This design comes from an exercise in tuning for small area and a short achievable clock period on the open sky130 flow, not from production work. Function was checked by simulation only, so behaviour that the tests miss may differ from the original.

## run 1
// tgb_chan_trial
module tgb_chan_trial (
    input  wire               clk,
    input  wire               rst,         
    input  wire               scheme,      
    input  wire [3:0]         sps,         
    input  wire [7:0]         phase_inc,   
    input  wire [7:0]         sigma,       
    input  wire               start,       
    input  wire               s_valid,
    input  wire [1:0]         sym_i,       
    input  wire [1:0]         sym_q,       
    input  wire signed [9:0]  noise,       
    output reg                r_valid,
    output wire signed [25:0] r_stat_i,
    output wire signed [25:0] r_stat_q,
    output wire               r_dec_i,     
    output wire               r_dec_q,
    output wire [15:0]        r_errs
);
Size: about 110 I/O pins, ~19000 sq um of cells after synthesis.
clock: 30.0 ns
lec_check: 0
abc_area: 1
cap_margin: 20
core_margin: 2
core_utilization: 40
slew_margin: 20
synth_hierarchical: 1
standard.sh (not shown) runs the stock make flow with config.mk's settings and CLKGATE_MAP_FILE= SYNTH_SCRIPT=/design/flow/synth_recipe.tcl, a recipe that flattens the netlist after the stock synthesis.
==> flow/flow/run.sh <==
#!/bin/bash
set -euo pipefail
cd "$(dirname "$0")/.."
bash standard.sh "BUFFER_PORTS_ARGS=-buffer_cell sky130_fd_sc_hd__buf_2" finish > standard_flow.log 2>&1
Run 1 completed; timing, DRC and antenna clean
diff inputs: run 1 => run 2
- CORE_UTILIZATION: 40 -> 60
==> flow/flow/run.sh <==
#!/bin/bash
set -euo pipefail
cd "$(dirname "$0")/.."
bash standard.sh "BUFFER_PORTS_ARGS=-buffer_cell sky130_fd_sc_hd__buf_1" finish > standard_flow.log 2>&1
## What came out
- No stage failed in run 2, and the final checks on the layout all came back clean.
- When the final numbers for run 2 and run 1 were put side by side, the total non-filler cell area in the finished layout turned out to be greater in run 1.
- Per-cell via count in the routed design (run 2 / run 1): 1.09
- Number of iterations in the first detailed-routing pass: higher on run 2
- Sort run 2 and run 1 by placement-stage cell area asc -> top: run 2
- Run 2 ended up with fewer standard cells than run 1.
What run 3 does differently from run 2 at the input level:
==> flow/flow/run.sh <==
#!/bin/bash
set -euo pipefail
cd "$(dirname "$0")/.."
bash standard.sh "BUFFER_PORTS_ARGS=-buffer_cell sky130_fd_sc_hd__buf_2" finish > standard_flow.log 2>&1
Notes after the runs:
Of run 2 and run 3, run 3 shows the lower setup slack after layout, with run 2 above it. Of the two candidates, run 2 has the better final non-filler cell area and run 3 the worse one. Compared to run 2, run 3 has fraction of area in registers 0.17 points lower. On via count, run 2 and run 3 are basically level. The total wire length after detailed routing was comparable across run 2 and run 3. In run 3 the clock skew turned out 0.0073 ns higher than in run 2.
Modified inputs, run 4 compared to run 3
- changing CORE_UTILIZATION from 60 to 40
==> flow/flow/run.sh <==
#!/bin/bash
set -euo pipefail
cd "$(dirname "$0")/.."
bash standard.sh "BUFFER_PORTS_ARGS=-buffer_cell sky130_fd_sc_hd__buf_1" finish > standard_flow.log 2>&1
==> notes.md <==
- Overall routing resource usage came out lower on run 4 than on run 3.
- Run 4 ends up with higher worst-case setup slack after placement than run 3 does.
- Between run 4 and run 3, the period utilization does not differ in any meaningful way.
- Run 4 — non-clock buffer count about 0.8% lower, run 3 as reference

* * *

Another version of the RTL of tgb_chan_trial (not shown whole).
Size in the first run: roughly 110 I/O pins, ~20,000 um2 of cells after synthesis.
==> flow/config.mk <==
export PLATFORM = sky130hd
export DESIGN_NAME = tgb_chan_trial
export DESIGN_NICKNAME = tgb_chan_trial
export VERILOG_FILES = /design/flow/design.v
export SDC_FILE = /design/flow/constraint.sdc
export NUM_CORES = 4
export LEC_CHECK = 0
export ABC_AREA = 1
export CAP_MARGIN = 20
export CORE_MARGIN = 2
export CORE_UTILIZATION = 40
export CTS_BUF_LIST = sky130_fd_sc_hd__clkbuf_8
export SLEW_MARGIN = 20
export SYNTH_HIERARCHICAL = 1
==> flow/constraint.sdc <==
create_clock -name core_clock -period 30.0 [get_ports {clk}]
set_input_delay 6.0000 -clock core_clock [delete_from_list [all_inputs] [get_ports {clk}]]
set_output_delay 6.0000 -clock core_clock [all_outputs]
set_load 0.01 [all_outputs]
==> flow/flow/run.sh <==
#!/bin/bash
set -euo pipefail
cd "$(dirname "$0")/.."
bash standard.sh "BUFFER_PORTS_ARGS=-buffer_cell sky130_fd_sc_hd__buf_2" finish > standard_flow.log 2>&1
The first run finished with timing, DRC and antenna clean.
==> next run, changes <==
--- a/flow/config.mk
+++ b/flow/config.mk
@@ -11,3 +11,2 @@
 export CORE_UTILIZATION = 40
-export CTS_BUF_LIST = sky130_fd_sc_hd__clkbuf_8
 export SLEW_MARGIN = 20
Via count barely changes.
Sequential cell count is unchanged.
Wire length stays flat.
Critical path depth is unchanged.
Area after synthesis is unchanged.

* * *

Another version of the RTL of tgb_chan_trial (not shown whole).
For scale: roughly 2600 cells after synthesis, ~210 flip-flops, roughly 21000 µm² of cells after synthesis.
==> flow/config.mk <==
export PLATFORM = sky130hd
export DESIGN_NAME = tgb_chan_trial
export DESIGN_NICKNAME = tgb_chan_trial
export VERILOG_FILES = /design/flow/design.v
export SDC_FILE = /design/flow/constraint.sdc
export NUM_CORES = 4
export LEC_CHECK = 0
export ABC_AREA = 1
export CAP_MARGIN = 20
export CORE_MARGIN = 2
export CORE_UTILIZATION = 40
export SLEW_MARGIN = 20
==> flow/constraint.sdc <==
create_clock -name core_clock -period 30.0 [get_ports {clk}]
set_input_delay 6.0000 -clock core_clock [delete_from_list [all_inputs] [get_ports {clk}]]
set_output_delay 6.0000 -clock core_clock [all_outputs]
set_load 0.01 [all_outputs]
run.sh (not shown) runs the stock make flow with config.mk's settings and CLKGATE_MAP_FILE= SYNTH_SCRIPT=/design/flow/synth_recipe.tcl, a recipe that flattens the netlist after the stock synthesis.
Stock flow here: none of the scripts above is used.
Rerun with:
==> flow/flow/run.sh (new file) <==
#!/bin/bash
set -euo pipefail
cd "$(dirname "$0")/.."
bash standard.sh "BUFFER_PORTS_ARGS=-buffer_cell sky130_fd_sc_hd__buf_2" "SETUP_SLACK_MARGIN=23.2" finish > standard_flow.log 2>&1
==> flow/standard.sh (new file) <==
#!/bin/bash
# synth_recipe.tcl (not shown) runs the flow's synth.tcl, then flattens the netlist and writes it again
# the make line also repeats each setting of config.mk as NAME=value (left out here)
make -C /OpenROAD-flow-scripts/flow DESIGN_CONFIG=/design/flow/config.mk WORK_HOME=/design/flow/orfs CLKGATE_MAP_FILE= SYNTH_SCRIPT=/design/flow/synth_recipe.tcl "${@:-finish}"
removed: flow/run.sh
Setup slack gains 0.43 ns.
Die area is unchanged.
Sequential cell count is unchanged.
Critical path depth stays the same.
Global-route usage grows by 0.12 points.
Routed wire length grows by 0.99%.
First-iteration DRC count grows by 4.4%.
Sequential share of layout area grows by 0.26 points.

what the ideal ports hide:
How much do the figures lean on ideal ports? The routed layouts below were timed once more, with nothing changed but the port constraints.
Step 1 sets driving cells, clkbuf_16 on the clock port and buf_2 on the other inputs (assumed; they add their load-dependent delay and slew).
Step 2 adds t to the input delays and takes it off the output delays; t is the mean of the earliest and latest rising clock arrival at the registers after step 1. Input paths then give back, and output paths get back, about the clock's delay inside the block.
Slacks: ideal / step 1 / step 2; pairs: ideal / step 1.
| run | t, ns | slack for setup (ns) | worst register clock-pin slew, ns |
|---|---|---|---|
| run 1 | 0.605 | 22.863 / 22.808 / 23.289 | 0.07 / 0.07 |
| run 2 | 0.603 | 22.899 / 22.843 / 23.303 | 0.06 / 0.06 |
| run 3 | 0.602 | 22.878 / 22.826 / 23.276 | 0.07 / 0.07 |
| run 4 | 0.602 | 22.895 / 22.840 / 23.308 | 0.06 / 0.06 |
| the first run of note 2 | 0.638 | 22.776 / 22.725 / 23.010 | 0.07 / 0.07 |
| the second run of note 2 | 0.607 | 22.848 / 22.790 / 22.941 | 0.06 / 0.06 |
| the first run of note 3 | 0.620 | 22.428 / 22.371 / 22.991 | 0.07 / 0.07 |
| the second run of note 3 | 0.611 | 22.857 / 22.799 / 23.410 | 0.07 / 0.07 |
After both steps setup and hold are still met in every run listed.
